Source: an optimization exercise on an open RTL-to-GDS flow (aim: small area). Production flows keep margins and buffers that such runs may drop.
In this exercise RTL edits were held to simulation tests only and were not proved equivalent to the original.
The flow treats the clock pin as an ideal source. Dropping or thinning the clock tree relies on that and would not hold on a real chip.
Power is estimated from default activity; no workload was simulated.

== rev 12 ==
==> flow/design.v <==
module cmux_rx (
    input             clk,
    input             rst,
    input             in_valid,
    input      [7:0]  in_data,
    output            pay_valid,
    output     [7:0]  pay_data,
    output            rec_valid,
    output     [1:0]  rec_kind,
    output     [31:0] rec_w0,
    output     [31:0] rec_w1
);
    localparam [7:0] FLAG = 8'hF9;
    function [7:0] crc8_step(input [7:0] x);
        integer k;
        reg [7:0] c;
        begin
            c = x;
            for (k = 0; k < 8; k = k + 1)
                c = c[0] ? ((c >> 1) ^ 8'hE0) : (c >> 1);
            crc8_step = c;
        end
    endfunction
    reg        act;          
    reg        ovf;          
    reg  [7:0] pos;          
    reg  [7:0] addr_n, ctrl_n, len_n;    
    reg  [7:0] last_n;       
    reg  [7:0] crc;
    reg        frame;        
    reg        fok;          
    wire [7:0] addr = ~addr_n;
    wire [7:0] ctrl = ~ctrl_n;
    wire [7:0] len  = ~len_n;
    wire [7:0] last = ~last_n;
    wire       v      = in_valid & ~rst;
    wire       flag   = (in_data == FLAG);
    wire       close  = v & flag & act;
    wire [6:0] plen   = len[7:1];
    wire       is_uih = ((ctrl & 8'hEF) == 8'hEF);
    wire       is_hdr = pos[7];
    wire       at_fcs = (pos == {1'b0, plen});
    wire [7:0] cx     = crc ^ in_data;
    wire       enter  = is_hdr & (pos[1:0] == 2'd0);     
    wire [16:0] cnt_inc = {1'b0, ctrl, pos} + 17'd1;
    reg  [2:0] kind_code;
    always @(*) begin
        case (ctrl & 8'hEF)
            8'h2F:   kind_code = 3'd0;
            8'h63:   kind_code = 3'd1;
            8'h0F:   kind_code = 3'd2;
            8'hEF:   kind_code = 3'd3;
            default: kind_code = 3'd4;
        endcase
    end
    wire       short    = (pos == 8'd0) | (is_hdr & (pos[1:0] != 2'd0));
    wire [7:0] code     = short ? 8'h20 : (!len[0] ? 8'h23 : 8'h24);
    assign pay_valid = v & act & ~flag & ~is_hdr & ~at_fcs;
    assign pay_data  = in_data;
    assign rec_valid = close;
    assign rec_kind  = {ovf, ~ovf & ~frame};
    assign rec_w0[31:17] = frame ? {last, plen} : 15'h0;
    assign rec_w0[16]    = frame;            
    assign rec_w0[15:0]  = frame ? {ctrl, addr}
                         : ovf   ? {ctrl, pos}
                         :         {8'h00, code};
    assign rec_w1    = frame ? {1'b0, plen, ~crc, 3'b000, fok, ctrl[4],
                                kind_code, addr[0], addr[1], addr[7:2]}
                     : 32'h0;
    always @(posedge clk) begin
        if (rst)
            act <= 1'b0;
        else if (v && flag)
            act <= ~act;
        if (in_valid) begin
            last_n <= ~in_data;
            fok    <= (cx == 8'hFF);
            frame  <= ~flag & ~ovf & len[0] & at_fcs;
            if (!act) begin
                ovf <= 1'b0;
                pos <= 8'hFD;
                crc <= 8'hFF;
            end else begin
                if (is_hdr) begin        
                    addr_n <= ctrl_n;
                    len_n  <= ~in_data;
                end
                if (is_hdr || (!at_fcs && !is_uih))
                    crc <= crc8_step(cx);
                if (!ovf) begin
                    if (is_hdr) ctrl_n <= len_n;
                    if (enter) begin
                        ovf    <= 1'b1;
                        pos    <= 8'h84;
                        ctrl_n <= 8'hFF;
                    end else begin
                        pos    <= pos + 8'd1;
                    end
                end else if (!cnt_inc[16]) begin
                    {ctrl_n, pos} <= {~cnt_inc[15:8], cnt_inc[7:0]};
                end
            end
        end
    end
endmodule
clock: 4.0 ns
lec_check: 0
cap_margin: 20
core_margin: 2
core_utilization: 40
gpl_timing_driven: 0
slew_margin: 20
standard.sh (not shown) runs the stock make flow with config.mk's settings and CLKGATE_MAP_FILE= SYNTH_SCRIPT=/design/flow/synth_recipe.tcl, a recipe that flattens the netlist after the stock synthesis.
==> flow/flow/run.sh <==
#!/bin/bash
# Standard layout (standard.sh), except:
#  - synthesis maps all the logic, adders included, with an area-oriented
#    ABC script (flow/synth.tcl, flow/abc_area.script; no adder cell mapping);
#  - the port buffers use the smallest buffer cell;
#  - buffers ABC may have inserted are removed before placement;
#  - the constant outputs share one tie cell;
#  - the clock gets three clock buffers fed by the clock port instead of an H-tree (flow/cts_one_buffer.tcl).
# Every tool's log stays under orfs/logs/; make's output goes to standard.log.
set -euo pipefail
here=$(pwd)
export FLOW_ABC_SCRIPT=$here/flow/abc_area.script
bash standard.sh SYNTH_SCRIPT=$here/flow/synth.tcl ADDER_MAP_FILE= \
  "BUFFER_PORTS_ARGS=-buffer_cell sky130_fd_sc_hd__buf_1" REMOVE_ABC_BUFFERS=1 \
  PRE_CTS_TCL=$here/flow/cts_one_buffer.tcl SKIP_REPAIR_TIE_FANOUT=1 \
  finish > standard.log 2>&1
Other scripts of this flow, unchanged in this note and not shown: flow/flow/abc_area.script, flow/flow/cts_one_buffer.tcl, flow/flow/synth.tcl
[inputs] rev 13 vs rev 12
Settings: changing CORE_UTILIZATION from 40 to 65.
[summary]
Rev 13 ran to completion and came out clean on the timing, design-rule and antenna checks. Compared with rev 12, power density of the placed cells in rev 13 increased slightly. On rev 13: global-route usage over all layers is 10 points higher than what rev 12 gave. The relative slew slack of rev 13 falls short of that of rev 12 by 1.7 points. Count of placed standard cells including taps for rev 13 is lower than for rev 12. Measured against each other, rev 12 and rev 13 differ in detail-routed via count per cell, the lower figure coming from rev 12. Compared with rev 12, rev 13 shows area of placed instances lower by 1.2%. Rev 13 ended with less site row count than rev 12. Compare rev 12 and rev 13 | worst setup slack lower: rev 12. Compared with rev 12, in rev 13 number of max-capacitance violations reported has remained practically unchanged; wire length has increased.
No run of this note takes its clock network from TritonCTS; it comes from the design's own scripts or RTL.

---

cmux_rx, a different RTL version from the one above (not shown whole).
For scale: roughly 280 cells after synthesis, ~52 flip-flops, about 87 I/O pins, about 3000 um2 of cells after synthesis.
==> flow/design.v (excerpt) <==
module cmux_rx (
    input             clk,
    input             rst,
    input             in_valid,
    input      [7:0]  in_data,
    output            pay_valid,
    output     [7:0]  pay_data,
    output            rec_valid,
    output     [1:0]  rec_kind,
    output     [31:0] rec_w0,
    output     [31:0] rec_w1
);
export LEC_CHECK = 0
export CAP_MARGIN = 20
export CORE_MARGIN = 2
export CORE_UTILIZATION = 40
export GPL_TIMING_DRIVEN = 0
export SLEW_MARGIN = 20
create_clock -name core_clock -period 4.0 [get_ports {clk}]
==> flow/flow/run.sh <==
#!/bin/bash
# Standard layout (standard.sh), except:
#  - synthesis maps the logic with an area-oriented ABC script (flow/synth.tcl);
#  - the port buffers use the smallest buffer cell;
#  - buffers ABC may have inserted are removed before placement.
# Every tool's log stays under orfs/logs/; make's output goes to standard.log.
set -euo pipefail
here=$(pwd)
export FLOW_ABC_SCRIPT=$here/flow/abc_area.script
bash standard.sh SYNTH_SCRIPT=$here/flow/synth.tcl \
  "BUFFER_PORTS_ARGS=-buffer_cell sky130_fd_sc_hd__buf_1" REMOVE_ABC_BUFFERS=1 \
  "CTS_ARGS=-sink_clustering_enable -repair_clock_nets -dont_use_dummy_load -buf_list sky130_fd_sc_hd__clkbuf_8 -sink_clustering_size 26 -sink_clustering_max_diameter 500" \
  finish > standard.log 2>&1
==> flow/flow/abc_area.script <==
&get -n
&st
&dch
&nf -R 1000 -p -C 32
&st
&syn3
&dch
&nf -R 1000 -p -C 32
&st
&syn3
&dch
&nf -R 1000 -p -C 32
&st
&syn3
&dch
&nf -R 1000 -p -C 32
&st
&syn3
&dch
&nf -R 1000 -p -C 32
&put
==> flow/flow/synth.tcl <==
# The standard synthesis (synth_recipe.tcl), with ABC's combinational
# mapping run by flow/abc_area.script instead of ORFS's speed script.
# Registers, flattening and renaming are exactly the standard ones.
proc synth {args} { yosys synth -nofsm -noshare {*}$args }
proc abc {args} {
  set i [lsearch -exact $args -script]
  if {$i >= 0} { lset args [expr {$i + 1}] $::env(FLOW_ABC_SCRIPT) }
  yosys abc {*}$args
}
source $::env(SCRIPTS_DIR)/synth.tcl
# left out here: clear keep_hierarchy, flatten, clean up, hide names made inside functions, write 1_2_yosys.v
The baseline completed with no timing, DRC or antenna violations.
Edit:
--- a/flow/flow/run.sh
+++ b/flow/flow/run.sh
@@ -11,3 +11,3 @@
   "BUFFER_PORTS_ARGS=-buffer_cell sky130_fd_sc_hd__buf_1" REMOVE_ABC_BUFFERS=1 \
-  "CTS_ARGS=-sink_clustering_enable -repair_clock_nets -dont_use_dummy_load -buf_list sky130_fd_sc_hd__clkbuf_8 -sink_clustering_size 26 -sink_clustering_max_diameter 500" \
+  "CTS_ARGS=-sink_clustering_enable -repair_clock_nets -dont_use_dummy_load -buf_list sky130_fd_sc_hd__clkbuf_16 -sink_clustering_size 60 -sink_clustering_max_diameter 500" \
   finish > standard.log 2>&1
The changed run completed with no timing, DRC or antenna violations.
Via count is about the same.
Die area does not change.
Area after synthesis stays the same.
Power rose by 13%.
Global-route usage barely changes.
Wire length fell by 0.49%.
Edit:
--- a/flow/flow/run.sh
+++ b/flow/flow/run.sh
@@ -11,3 +11,3 @@
   "BUFFER_PORTS_ARGS=-buffer_cell sky130_fd_sc_hd__buf_1" REMOVE_ABC_BUFFERS=1 \
-  "CTS_ARGS=-sink_clustering_enable -repair_clock_nets -dont_use_dummy_load -buf_list sky130_fd_sc_hd__clkbuf_16 -sink_clustering_size 60 -sink_clustering_max_diameter 500" \
+  "CTS_ARGS=-sink_clustering_enable -repair_clock_nets -dont_use_dummy_load" \
   finish > standard.log 2>&1
Die area stays the same.
Via count hardly moves.
Setup slack loses 13 ps.
Wire length is higher by 0.49%.
Edit:
--- a/flow/flow/run.sh
+++ b/flow/flow/run.sh
@@ -11,3 +11,2 @@
   "BUFFER_PORTS_ARGS=-buffer_cell sky130_fd_sc_hd__buf_1" REMOVE_ABC_BUFFERS=1 \
-  "CTS_ARGS=-sink_clustering_enable -repair_clock_nets -dont_use_dummy_load" \
   finish > standard.log 2>&1
Outcome:
- The changed run finished clean
- via count goes up by 0.86%
- setup slack loses 13 ps
- combinational power hardly moves
- worst hold slack gets worse by 18 ps

---

== red ==
cmux_rx, a different RTL version from the one above (not shown whole).
For scale: ~52 flip-flops, ~87 I/O pins, roughly 3000 um2 of cells after synthesis.
export LEC_CHECK = 0
export CAP_MARGIN = 20
export CORE_MARGIN = 2
export CORE_UTILIZATION = 40
export GPL_TIMING_DRIVEN = 0
export SLEW_MARGIN = 20
create_clock -name core_clock -period 4.0 [get_ports {clk}]
==> flow/flow/run.sh <==
#!/bin/bash
# Standard layout (standard.sh), except:
#  - synthesis maps the logic with an area-oriented ABC script (flow/synth.tcl);
#  - the port buffers use the smallest buffer cell;
#  - buffers ABC may have inserted are removed before placement.
# Every tool's log stays under orfs/logs/; make's output goes to standard.log.
set -euo pipefail
here=$(pwd)
export FLOW_ABC_SCRIPT=$here/flow/abc_area.script
bash standard.sh SYNTH_SCRIPT=$here/flow/synth.tcl \
  "BUFFER_PORTS_ARGS=-buffer_cell sky130_fd_sc_hd__buf_1" REMOVE_ABC_BUFFERS=1 \
  "CTS_ARGS=-sink_clustering_enable -repair_clock_nets -dont_use_dummy_load" \
  finish > standard.log 2>&1
Scripts as last shown in full above: flow/flow/abc_area.script, flow/flow/synth.tcl
Input changes introduced in blue (baseline for comparison: red):
==> flow/flow/run.sh <==
#!/bin/bash
# Standard layout (standard.sh), except:
#  - synthesis maps the logic with an area-oriented ABC script (flow/synth.tcl);
#  - the port buffers use the smallest buffer cell;
#  - buffers ABC may have inserted are removed before placement;
#  - the constant outputs share one tie cell;
#  - the clock gets three clock buffers fed by the clock port instead of an H-tree (flow/cts_one_buffer.tcl).
# Every tool's log stays under orfs/logs/; make's output goes to standard.log.
set -euo pipefail
here=$(pwd)
export FLOW_ABC_SCRIPT=$here/flow/abc_area.script
bash standard.sh SYNTH_SCRIPT=$here/flow/synth.tcl \
  "BUFFER_PORTS_ARGS=-buffer_cell sky130_fd_sc_hd__buf_1" REMOVE_ABC_BUFFERS=1 \
  PRE_CTS_TCL=$here/flow/cts_one_buffer.tcl SKIP_REPAIR_TIE_FANOUT=1 \
  finish > standard.log 2>&1
==> flow/flow/cts_one_buffer.tcl (new file) <==
# Sourced by ORFS's cts.tcl before clock tree synthesis (PRE_CTS_TCL).
# The design has few registers, so instead of TritonCTS's H-tree (a root
# buffer and four leaf buffers) the clock port drives three clock buffers
# directly, each placed at the centre of the third of the registers it
# clocks (the registers are split into three by x position). Every register
# is one buffer away from the clock port.
rename clock_tree_synthesis __orfs_clock_tree_synthesis
proc clock_tree_synthesis {args} {
  set ngroups 3
  set cell sky130_fd_sc_hd__clkbuf_8
  set block [ord::get_db_block]
  set dbu [$block getDbUnitsPerMicron]
  set clk_net [$block findNet clk]
  set sinks {}
  foreach iterm [$clk_net getITerms] {
    set inst [$iterm getInst]
    set loc [$inst getLocation]
    lappend sinks [list [lindex $loc 0] [lindex $loc 1] \
      "[$inst getName]/[[$iterm getMTerm] getName]"]
  }
  set sinks [lsort -integer -index 0 $sinks]
  set n [llength $sinks]
  for {set g 0} {$g < $ngroups} {incr g} {
    set lo [expr {($g * $n) / $ngroups}]
    set hi [expr {(($g + 1) * $n) / $ngroups - 1}]
    set pins {}
    set sx 0
    set sy 0
    foreach s [lrange $sinks $lo $hi] {
      set sx [expr {$sx + [lindex $s 0]}]
      set sy [expr {$sy + [lindex $s 1]}]
      lappend pins [get_pins [lindex $s 2]]
    }
    set k [llength $pins]
    set x [expr {double($sx) / $k / $dbu}]
    set y [expr {double($sy) / $k / $dbu}]
    puts "Clock: buffer $g ($cell) for $k sinks at ($x, $y) um"
    insert_buffer -buffer_cell $cell -net clk -load_pins $pins \
      -location [list $x $y] -buffer_name clkbuf_$g -net_name clknet_$g
  }
  set_propagated_clock [all_clocks]
}
==> comparison <==
blue vs red — total power density per cell area dropped about 5%.
Looking at internal portion of total power, blue sits 5.7% below red.
Comparing blue and red, the higher summed area of non-filler cells in the final layout is on red.
Count of placed standard cells including taps was higher in the run labelled red.
[blue vs red] global-route usage: lower in blue
Inputs modified between blue and green:
==> flow/flow/run.sh <==
#!/bin/bash
# Standard layout (standard.sh), except:
#  - synthesis maps the logic with an area-oriented ABC script (flow/synth.tcl);
#  - the port buffers use the smallest buffer cell;
#  - buffers ABC may have inserted are removed before placement;
#  - the clock gets three clock buffers fed by the clock port instead of an H-tree (flow/cts_one_buffer.tcl).
# Every tool's log stays under orfs/logs/; make's output goes to standard.log.
set -euo pipefail
here=$(pwd)
export FLOW_ABC_SCRIPT=$here/flow/abc_area.script
bash standard.sh SYNTH_SCRIPT=$here/flow/synth.tcl \
  "BUFFER_PORTS_ARGS=-buffer_cell sky130_fd_sc_hd__buf_1" REMOVE_ABC_BUFFERS=1 \
  PRE_CTS_TCL=$here/flow/cts_one_buffer.tcl \
  finish > standard.log 2>&1
--- outcome ---
- The reported leakage power in green was higher than what blue gave.
- The number of multi-input logic gates in green sits 3 above the value recorded for blue.
- Endpoint arrival time on the critical path across green and blue: no real change.
- Fmax: green higher than blue
- Taking blue as the reference, in green final RePlAce weighted congestion fell by 0.0054, cell area rose by 0.34%, final net count rose by about 0.8%.
- green leaves more setup margin than blue.
- blue → green: global-route usage held steady; detailed-route wire length was more or less identical.
In blue and green the design's own scripts or RTL, not TritonCTS, make the clock network.

---

JK:
Another version of the RTL of cmux_rx (not shown whole).
Size: ~51 flip-flops.
==> flow/config.mk <==
export PLATFORM = sky130hd
export DESIGN_NAME = cmux_rx
export DESIGN_NICKNAME = cmux_rx
export VERILOG_FILES = /design/flow/design.v
export SDC_FILE = /design/flow/constraint.sdc
export NUM_CORES = 4
export LEC_CHECK = 0
export CAP_MARGIN = 20
export CORE_MARGIN = 2
export CORE_UTILIZATION = 40
export GPL_TIMING_DRIVEN = 0
export SLEW_MARGIN = 20
==> flow/constraint.sdc <==
create_clock -name core_clock -period 4.0 [get_ports {clk}]
set_input_delay 0.8000 -clock core_clock [delete_from_list [all_inputs] [get_ports {clk}]]
set_output_delay 0.8000 -clock core_clock [all_outputs]
set_load 0.01 [all_outputs]
==> flow/flow/run.sh <==
#!/bin/bash
# Standard layout, with the port buffers made of the smallest buffer cell and
# the buffers Yosys/ABC inserted removed before placement.
bash standard.sh "BUFFER_PORTS_ARGS=-buffer_cell sky130_fd_sc_hd__buf_1" REMOVE_ABC_BUFFERS=1 finish > standard.log 2>&1
JK finished end to end and its layout was clean on timing, DRC and antenna.
[inputs] MS vs JK
Settings: clearing GPL_TIMING_DRIVEN, which used to be 0.
==> flow/run.sh (new file) <==
#!/bin/bash
# synth_recipe.tcl (not shown) runs the flow's synth.tcl, then flattens the netlist and writes it again
# the make line also repeats each setting of config.mk as NAME=value (left out here)
make -C /OpenROAD-flow-scripts/flow DESIGN_CONFIG=/design/flow/config.mk WORK_HOME=/design/flow/orfs CLKGATE_MAP_FILE= SYNTH_SCRIPT=/design/flow/synth_recipe.tcl finish
removed: flow/flow/run.sh
removed: flow/standard.sh
## What came out
Having completed the whole flow, MS delivered a layout that passed the timing, design-rule and antenna checks.
MS — met3 track utilization from global routing 1.3 points higher, JK as reference
Number of global-route vias before repair (MS vs. JK) increases by more than 10%
Part of the total power dissipated in the clock network in MS is 4.9 points lower than in JK
Peak supply drop in MS vs JK: down about 5.4%
JK ended up with sky130_fd_sc_hd__buf_1 as its leading cell type in the layout, fill and taps excluded; MS ended up with sky130_fd_sc_hd__clkdlybuf4s50_1.
In MS the clock skew turned out 0.0035 ns higher than in JK.
The standard cells in MS occupy more silicon area than those in JK do.
On MS: placed instance count is 13 higher than what JK gave.
Per the comparison of MS with JK, average vias per placed instance held steady; post-synthesis to final-layout area growth went up by 17 points; share of total power in combinational logic climbed 2.7 points.
Relative to MS, the following input files were edited for AL:
==> flow/flow/run.sh (new file) <==
#!/bin/bash
# Standard layout, with the port buffers made of the smallest buffer cell and
# the buffers Yosys/ABC inserted removed before placement.
bash standard.sh "BUFFER_PORTS_ARGS=-buffer_cell sky130_fd_sc_hd__buf_1" REMOVE_ABC_BUFFERS=1 finish > standard.log 2>&1
==> flow/standard.sh (new file) <==
#!/bin/bash
# synth_recipe.tcl (not shown) runs the flow's synth.tcl, then flattens the netlist and writes it again
# the make line also repeats each setting of config.mk as NAME=value (left out here)
make -C /OpenROAD-flow-scripts/flow DESIGN_CONFIG=/design/flow/config.mk WORK_HOME=/design/flow/orfs CLKGATE_MAP_FILE= SYNTH_SCRIPT=/design/flow/synth_recipe.tcl "${@:-finish}"
removed: flow/run.sh
--- outcome ---
AL finished every stage and its layout cleared the timing, design-rule and antenna checks.
On cell area, the lower figure sits with AL, not MS.
The post-route met1 wirelength of AL is lower than that of MS.
In AL, the all-layer global routing usage came out 3.1 points below the value in MS.
As of AL, first-pass GRT wire length had fallen by more than 10% compared to MS.
Compared with MS, the router placed fewer vias in AL.
The estimated power of AL ends up higher than the estimate for MS.
Of AL and MS, it is AL that has the lower sequential power share.
Highest clock frequency the design can meet (AL / MS): 1.17
Register-to-register setup slack delta (AL − MS): favourable

## separate check: timing with driven ports
Ports are ideal in the flow. The routed layouts listed here were re-timed in OpenROAD.
Step 1 assumes that a clkbuf_16 drives the clock port and a buf_2 every other input.
Step 2, shift: input delay + t, output delay - t, t = (earliest + latest rising clock arrival at the registers) / 2. This alone moves slack from input paths to output paths.
Three values: ideal, step 1, step 2; two values: the first two.
run	shift t [ns]	setup WS [ns]	hold WS [ns]
rev 12	0.208	0.820 / 0.795 / 0.795	0.567 / 0.567 / 0.567
rev 13	0.208	0.863 / 0.837 / 0.837	0.560 / 0.560 / 0.560
the first run of note 2	0.321	0.806 / 0.778 / 0.611	0.682 / 0.682 / 0.682
the second run of note 2	0.308	0.820 / 0.791 / 0.620	0.675 / 0.675 / 0.675
the third run of note 2	0.321	0.806 / 0.778 / 0.611	0.682 / 0.682 / 0.682
the fourth run of note 2	0.330	0.793 / 0.764 / 0.616	0.664 / 0.669 / 0.684
red	0.324	0.685 / 0.645 / 0.645	0.725 / 0.718 / 0.752
blue	0.211	0.648 / 0.613 / 0.613	0.754 / 0.754 / 0.754
green	0.210	0.659 / 0.620 / 0.620	0.752 / 0.752 / 0.752
JK	0.328	0.693 / 0.665 / 0.657	0.689 / 0.689 / 0.689
MS	0.336	0.256 / 0.225 / 0.225	0.698 / 0.698 / 0.698
AL	0.342	0.807 / 0.779 / 0.794	0.683 / 0.683 / 0.683
After both steps every run listed still meets setup and hold. The setup slack of the second run of note 2, which loses most, moves by -0.029 ns with the drivers and by -0.200 ns with both steps.
